What follows belongs to an exercise in optimizing a design on an open flow for small area; a production flow would make more cautious choices.
At most, simulation tests tie the RTL to the original design; equivalence was not proved.

==> flow/design.v <==
module core16 (
    input  wire        clk,
    input  wire        rst,           
    input  wire [15:0] load_addr,     
    input  wire [15:0] init_pc,       
    output wire        mem_req,
    output wire        mem_we,
    output wire [15:0] mem_addr,
    output wire [7:0]  mem_wdata,
    input  wire        mem_ack,
    input  wire [15:0] mem_rdata,
    output wire        disp_valid,
    output wire [15:0] disp_data,
    output wire        halted,
    output wire        faulted,
    output wire [1:0]  fault_code,
    output wire [16:0] fault_info,
    output wire [15:0] ac_out,
    output reg  [31:0] hits,
    output reg  [31:0] misses
);
    localparam [3:0] OP_START = 4'h0, OP_LOAD = 4'h1, OP_LOADM = 4'h2,
                     OP_STORE = 4'h3, OP_CMPM = 4'h4, OP_CJMP  = 4'h5,
                     OP_JMP   = 4'h6, OP_ADD  = 4'h7, OP_ADDM  = 4'h8,
                     OP_SUB   = 4'h9, OP_SUBM = 4'hA, OP_MUL   = 4'hB,
                     OP_MULM  = 4'hC, OP_DISP = 4'hD, OP_HALT  = 4'hE,
                     OP_BAD   = 4'hF;
    localparam [2:0] S_LOOK  = 3'd0,    
                     S_XFER  = 3'd1,    
                     S_EX    = 3'd2,    
                     S_MUL   = 3'd3,    
                     S_EA    = 3'd4,    
                     S_HALT  = 3'd5,
                     S_FLTA  = 3'd6,    
                     S_FLTI  = 3'd7;    
    localparam [1:0] P_F0 = 2'd0, P_F1 = 2'd1, P_D0 = 2'd2, P_D1 = 2'd3;
    reg [2:0]  st;
    reg [1:0]  ph;
    reg [3:0]  cnt;
    reg [3:0]  rp;         
    reg        mm;
    reg [16:0] adr;
    reg [16:0] pc;
    reg [15:0] ac;
    reg [15:0] x;
    reg [3:0]  op;
    reg        flag;
    reg        hp, mp;     
    reg        rot, rph;   
    reg        clr;        
    reg [103:0] tags;      
    wire       busy;
    assign halted     = (st == S_HALT) && !busy;
    assign faulted    = ((st == S_FLTA) || (st == S_FLTI)) && !busy;
    assign fault_code = {st == S_FLTI, st == S_FLTA};
    assign fault_info = adr;
    assign ac_out     = ac;
    assign disp_data  = ac;
    assign disp_valid = (st == S_EX) && (ph == P_F1) && (op == OP_DISP);
    assign mem_req   = (st == S_XFER);
    assign mem_we    = ph[1] && (op == OP_STORE);
    assign mem_addr  = adr[15:0];
    assign mem_wdata = ph[0] ? ac[15:8] : ac[7:0];
    wire [7:0] rbyte = adr[0] ? mem_rdata[15:8] : mem_rdata[7:0];
    wire [2:0]  idx   = adr[3:1];
    wire [11:0] atag  = adr[15:4];
    wire        abit  = (rp == 4'd12) || atag[rp];    
    wire [7:0]  lbits;
    wire        lbit  = lbits[idx];
    wire        diff  = abit ^ lbit;
    wire        oob   = adr[16];
    wire        hold  = clr || rot;    
    wire        look  = (st == S_LOOK) && !oob && !hold;
    wire        lend  = look && (cnt == 4'd12);
    wire        hit   = !mm && !diff;
    wire imm     = (ph == P_F1);
    wire is_mem  = (op == OP_LOADM) || (op == OP_STORE) || (op == OP_CMPM) ||
                   (op == OP_ADDM)  || (op == OP_SUBM)  || (op == OP_MULM);
    wire do_ea   = imm && (is_mem || (op == OP_JMP) || ((op == OP_CJMP) && flag));
    wire op_ld   = (op == OP_LOAD) || (op == OP_LOADM) || (op == OP_BAD);
    wire op_sub  = (op == OP_SUB) || (op == OP_SUBM);
    wire op_cmp  = (op == OP_CMPM);
    wire op_alu  = (op == OP_ADD) || (op == OP_ADDM) || op_sub || op_cmp;
    reg  [1:0]  asel;      
    reg         bgate;     
    reg         binv;      
    reg         cin;
    always @* begin
        asel = 2'd0; bgate = 1'b0; binv = 1'b0; cin = 1'b0;
        case (st)
            S_XFER: begin asel = 2'd1; cin = 1'b1; end
            S_MUL:  begin asel = 2'd1; bgate = ac[0]; end
            S_EA:   begin asel = 2'd1; bgate = 1'b1; end
            S_EX: begin
                if (do_ea) begin
                    asel = 2'd3; bgate = 1'b1;
                end else begin
                    asel  = {op_alu, 1'b0};
                    bgate = op_alu || op_ld;
                    binv  = op_sub || op_cmp;
                    cin   = op_sub;
                end
            end
            default: ;
        endcase
    end
    wire        mask = imm && (op != OP_BAD);
    wire [15:0] xm   = {x[15:12] & {4{!mask}}, x[11:0]};
    wire [15:0] bb   = (xm & {16{bgate}}) ^ {16{binv}};
    reg  [16:0] aa;
    always @* begin
        case (asel)
            2'd1: aa = adr;
            2'd2: aa = {1'b0, ac};
            2'd3: aa = {1'b0, load_addr};
            default: aa = 17'd0;
        endcase
    end
    wire [16:0] y;
    wire [16:0] ycar;
    assign ycar[0] = cin;
    genvar ai;
    generate
        for (ai = 0; ai < 16; ai = ai + 1) begin : g_add
            assign y[ai]      = aa[ai] ^ bb[ai] ^ ycar[ai];
            assign ycar[ai+1] = (aa[ai] & bb[ai]) | (ycar[ai] & (aa[ai] ^ bb[ai]));
        end
    endgenerate
    assign y[16] = aa[16] ^ ycar[16];
    wire        gt = ac[15] ^ x[15] ^ y[16];
    wire inc_hit  = lend && hit;
    wire inc_miss = (lend && !hit) ||
                    ((st == S_LOOK) && oob && !hold && !(ph[1] && (op == OP_STORE)));
    wire [6:0] hcar, mcar;
    assign hcar[0] = inc_hit;
    assign mcar[0] = inc_miss;
    wire rot_start = !rot && (rp == 4'd12) && (hp || mp || clr);
    wire rot_last  = rot && (rp == 4'd12) && rph;
    assign busy = rot || hp || mp || clr;
    always @(posedge clk) begin
        if (rst) begin
            rot <= 1'b0;
            rph <= 1'b0;
            clr <= 1'b1;
            hp  <= 1'b0;
            mp  <= 1'b0;
        end else begin
            if (rot) begin
                hp <= hp && hits[6] && !rot_last;
                mp <= mp && misses[6] && !rot_last;
            end else begin
                hp <= hp || hcar[6];
                mp <= mp || mcar[6];
            end
            if (rot_start) begin
                rot <= 1'b1;
                rph <= 1'b0;
            end
            if (rot) begin
                if (rp == 4'd12) rph <= 1'b1;
                if (rot_last) begin
                    rot <= 1'b0;
                    clr <= 1'b0;
                end
            end
        end
    end
    always @(posedge clk)
        if (rot) begin
            hits[31:6]   <= {!clr && (hits[6] ^ hp), hits[31:7]};
            misses[31:6] <= {!clr && (misses[6] ^ mp), misses[31:7]};
        end
    genvar gi;
    generate
        for (gi = 0; gi < 6; gi = gi + 1) begin : g_cnt
            assign hcar[gi+1] = hcar[gi] & hits[gi];
            assign mcar[gi+1] = mcar[gi] & misses[gi];
            always @(posedge clk) begin
                hits[gi]   <= !rst && (hits[gi] ^ hcar[gi]);
                misses[gi] <= !rst && (misses[gi] ^ mcar[gi]);
            end
        end
    endgenerate
    generate
        for (gi = 0; gi < 8; gi = gi + 1) begin : g_line
            assign lbits[gi] = tags[13*gi];
            always @(posedge clk)
                tags[13*gi +: 13] <= {!clr && ((look && (idx == gi)) ? abit : tags[13*gi]),
                                      tags[13*gi+1 +: 12]};
        end
    endgenerate
    always @(posedge clk)
        if (rst || rp == 4'd12) rp <= 4'd0;
        else                    rp <= rp + 4'd1;
    always @(posedge clk) begin
        if (rst) begin
            st     <= S_LOOK;
            ph     <= P_F0;
            cnt    <= 4'd0;
            adr    <= {1'b0, init_pc};
            ac     <= 16'd0;
            flag   <= 1'b0;
        end else begin
            case (st)
                S_LOOK: if (!hold) begin
                    if (oob) begin
                        st <= S_FLTA;
                    end else begin
                        mm       <= (cnt != 4'd0) && mm || diff;
                        cnt      <= cnt + 4'd1;
                        if (cnt == 4'd12) begin
                            cnt <= 4'd0;
                            st  <= S_XFER;
                        end
                    end
                end
                S_XFER: begin
                    if (mem_ack) begin
                        case (ph)
                            P_F0: begin
                                x[7:0] <= rbyte;
                                adr    <= y;
                                ph     <= P_F1;
                                st     <= S_LOOK;
                            end
                            P_F1: begin
                                x[15:8] <= rbyte;
                                op      <= rbyte[7:4];
                                adr     <= y;
                                pc      <= y;
                                st      <= S_EX;
                            end
                            P_D0: begin
                                x[7:0] <= rbyte;
                                adr    <= y;
                                ph     <= P_D1;
                                st     <= S_LOOK;
                            end
                            default: begin
                                x[15:8] <= rbyte;
                                st      <= S_EX;
                            end
                        endcase
                    end
                end
                S_EX: begin
                    st <= S_LOOK;
                    ph <= P_F0;
                    if (ph == P_D1) adr <= pc;
                    if (do_ea) begin
                        adr <= y;           
                        st  <= S_EA;
                        ph  <= ph;
                    end else begin
                        case (op)
                            OP_LOAD, OP_LOADM, OP_ADD, OP_ADDM, OP_SUB, OP_SUBM:
                                ac <= y[15:0];
                            OP_CMPM: flag <= gt;
                            OP_MUL, OP_MULM: begin
                                adr <= y;           
                                st  <= S_MUL;
                                ph  <= ph;
                            end
                            OP_HALT: st <= S_HALT;
                            OP_BAD: begin
                                adr <= y;           
                                st  <= S_FLTI;
                            end
                            default: ;
                        endcase
                    end
                end
                S_EA: begin
                    adr <= y;               
                    st  <= S_LOOK;
                    ph  <= is_mem ? P_D0 : P_F0;
                end
                S_MUL: begin
                    adr <= y[16:1];
                    ac  <= {y[0], ac[15:1]};
                    cnt <= cnt + 4'd1;
                    if (cnt == 4'd15) begin
                        adr <= pc;
                        ph  <= P_F0;
                        st  <= S_LOOK;
                    end
                end
                default: ;    
            endcase
        end
    end
endmodule
==> flow/config.mk <==
export PLATFORM = sky130hd
export DESIGN_NAME = core16
export DESIGN_NICKNAME = core16
export VERILOG_FILES = /design/flow/design.v
export SDC_FILE = /design/flow/constraint.sdc
export NUM_CORES = 4
export LEC_CHECK = 0
export CAP_MARGIN = 20
export CORE_MARGIN = 2
export CORE_UTILIZATION = 55
export SLEW_MARGIN = 20
==> flow/constraint.sdc <==
create_clock -name core_clock -period 9.0 [get_ports {clk}]
set_input_delay 1.8000 -clock core_clock [delete_from_list [all_inputs] [get_ports {clk}]]
set_output_delay 1.8000 -clock core_clock [all_outputs]
set_load 0.01 [all_outputs]
standard.sh (not shown) runs the stock make flow with config.mk's settings and CLKGATE_MAP_FILE= SYNTH_SCRIPT=/design/flow/synth_recipe.tcl, a recipe that flattens the netlist after the stock synthesis.
==> flow/flow/run.sh <==
#!/bin/bash
# Standard ORFS layout with: an area-oriented ABC script in the standard
# synthesis, smaller port buffers and a leaner clock tree.
set -euo pipefail
export FLOW_WORK=$PWD
export AREA_ABC_SCRIPT=$PWD/flow/abc_area.script
export BUFFER_PORTS_ARGS="-buffer_cell sky130_fd_sc_hd__buf_1"
export CTS_ARGS="-sink_clustering_enable -repair_clock_nets -buf_list sky130_fd_sc_hd__clkbuf_4 -sink_clustering_size 8 -sink_clustering_max_diameter 40 -dont_use_dummy_load"
sed "s#SYNTH_SCRIPT=[^ ]*#SYNTH_SCRIPT=$PWD/flow/synth_wrap.tcl#" standard.sh > own.sh
grep -q "synth_wrap.tcl" own.sh
bash own.sh > standard.log 2>&1
==> flow/flow/abc_area.script <==
&get -n
&st
&deepsyn -J 100 -T 0
&dch -f
&nf -a -R 1000 -p
&put
topo
stime -c
==> flow/flow/synth_wrap.tcl <==
# The standard synthesis (synth_recipe.tcl), with its ABC mapping script
# swapped for an area-oriented one. Registers are mapped before ABC runs,
# so they are the same as the standard synthesis's.
proc abc {args} {
  set i [lsearch -exact $args -script]
  if {$i >= 0} {
    set args [lreplace $args [expr {$i + 1}] [expr {$i + 1}] $::env(AREA_ABC_SCRIPT)]
  }
  yosys abc {*}$args
}
source $::env(FLOW_WORK)/synth_recipe.tcl
Edit:
--- a/flow/design.v
+++ b/flow/design.v
@@ -63,9 +63,10 @@
     assign mem_wdata = ph[0] ? ac[15:8] : ac[7:0];
     wire [7:0] rbyte = adr[0] ? mem_rdata[15:8] : mem_rdata[7:0];
     wire [2:0]  idx   = adr[3:1];
     wire [11:0] atag  = adr[15:4];
-    wire        abit  = (rp == 4'd12) || atag[rp];    
+    wire [15:0] abits = {4'b1111, atag};           
+    wire        abit  = abits[rp];
     wire [7:0]  lbits;
     wire        lbit  = lbits[idx];
     wire        diff  = abit ^ lbit;
     wire        oob   = adr[16];
@@ -103,11 +104,9 @@
             end
             default: ;
         endcase
     end
-    wire        mask = imm && (op != OP_BAD);
-    wire [15:0] xm   = {x[15:12] & {4{!mask}}, x[11:0]};
-    wire [15:0] bb   = (xm & {16{bgate}}) ^ {16{binv}};
+    wire [15:0] bb   = (x & {16{bgate}}) ^ {16{binv}};
     reg  [16:0] aa;
     always @* begin
         case (asel)
             2'd1: aa = adr;
@@ -197,13 +196,14 @@
             st     <= S_LOOK;
             ph     <= P_F0;
             cnt    <= 4'd0;
             adr    <= {1'b0, init_pc};
-            ac     <= 16'd0;
             flag   <= 1'b0;
         end else begin
             case (st)
-                S_LOOK: if (!hold) begin
+                S_LOOK: if (hold) begin
+                    if (clr) ac <= y[15:0];     
+                end else begin
                     if (oob) begin
                         st <= S_FLTA;
                     end else begin
                         mm       <= (cnt != 4'd0) && mm || diff;
@@ -223,9 +223,9 @@
                                 ph     <= P_F1;
                                 st     <= S_LOOK;
                             end
                             P_F1: begin
-                                x[15:8] <= rbyte;
+                                x[15:8] <= {rbyte[7:4] & {4{&rbyte[7:4]}}, rbyte[3:0]};
                                 op      <= rbyte[7:4];
                                 adr     <= y;
                                 pc      <= y;
                                 st      <= S_EX;
Result:
- The changed run passed the timing, design-rule and antenna checks
- cell count rose by 0.68%
- die area is about the same
- critical path depth rose by 2
- worst hold slack improved by 3.8 ps
- global-route usage rose by 0.72 points
- first-iteration DRC count rose by 9.2%
- via count fell by 0.43%
- routed wire length rose by 0.69%
- sequential share of layout area rose by 1.6 points
- setup slack improved by 180 ps
- design area barely changes
No functional check of the RTL was part of the first run of this note.

## re-timing with driven ports
The results above use ideal ports. As a check the final layouts listed here were re-extracted and re-timed, cells and wires unchanged.
Step 1 sets driving cells, clkbuf_16 on the clock port and buf_2 on the other inputs (assumed; they add their load-dependent delay and slew).
Step 2 also shifts input and output timing later by t, the mid clock arrival at the registers, as if the neighbouring blocks saw the same clock.
Three values: no drivers, after step 1, after step 2; two values: the first two.
run	t (ns)	setup WS [ns]	slew at the worst register clock pin (ns)
the first run	0.635	0.242 / 0.242 / 0.118	0.09 / 0.09
the second run	0.647	0.419 / 0.419 / 0.270	0.09 / 0.09
After both steps setup and hold are still met in every run listed. For the second run, which loses most, drivers alone change the setup slack by 0.000 ns; drivers and shift together by -0.149 ns.
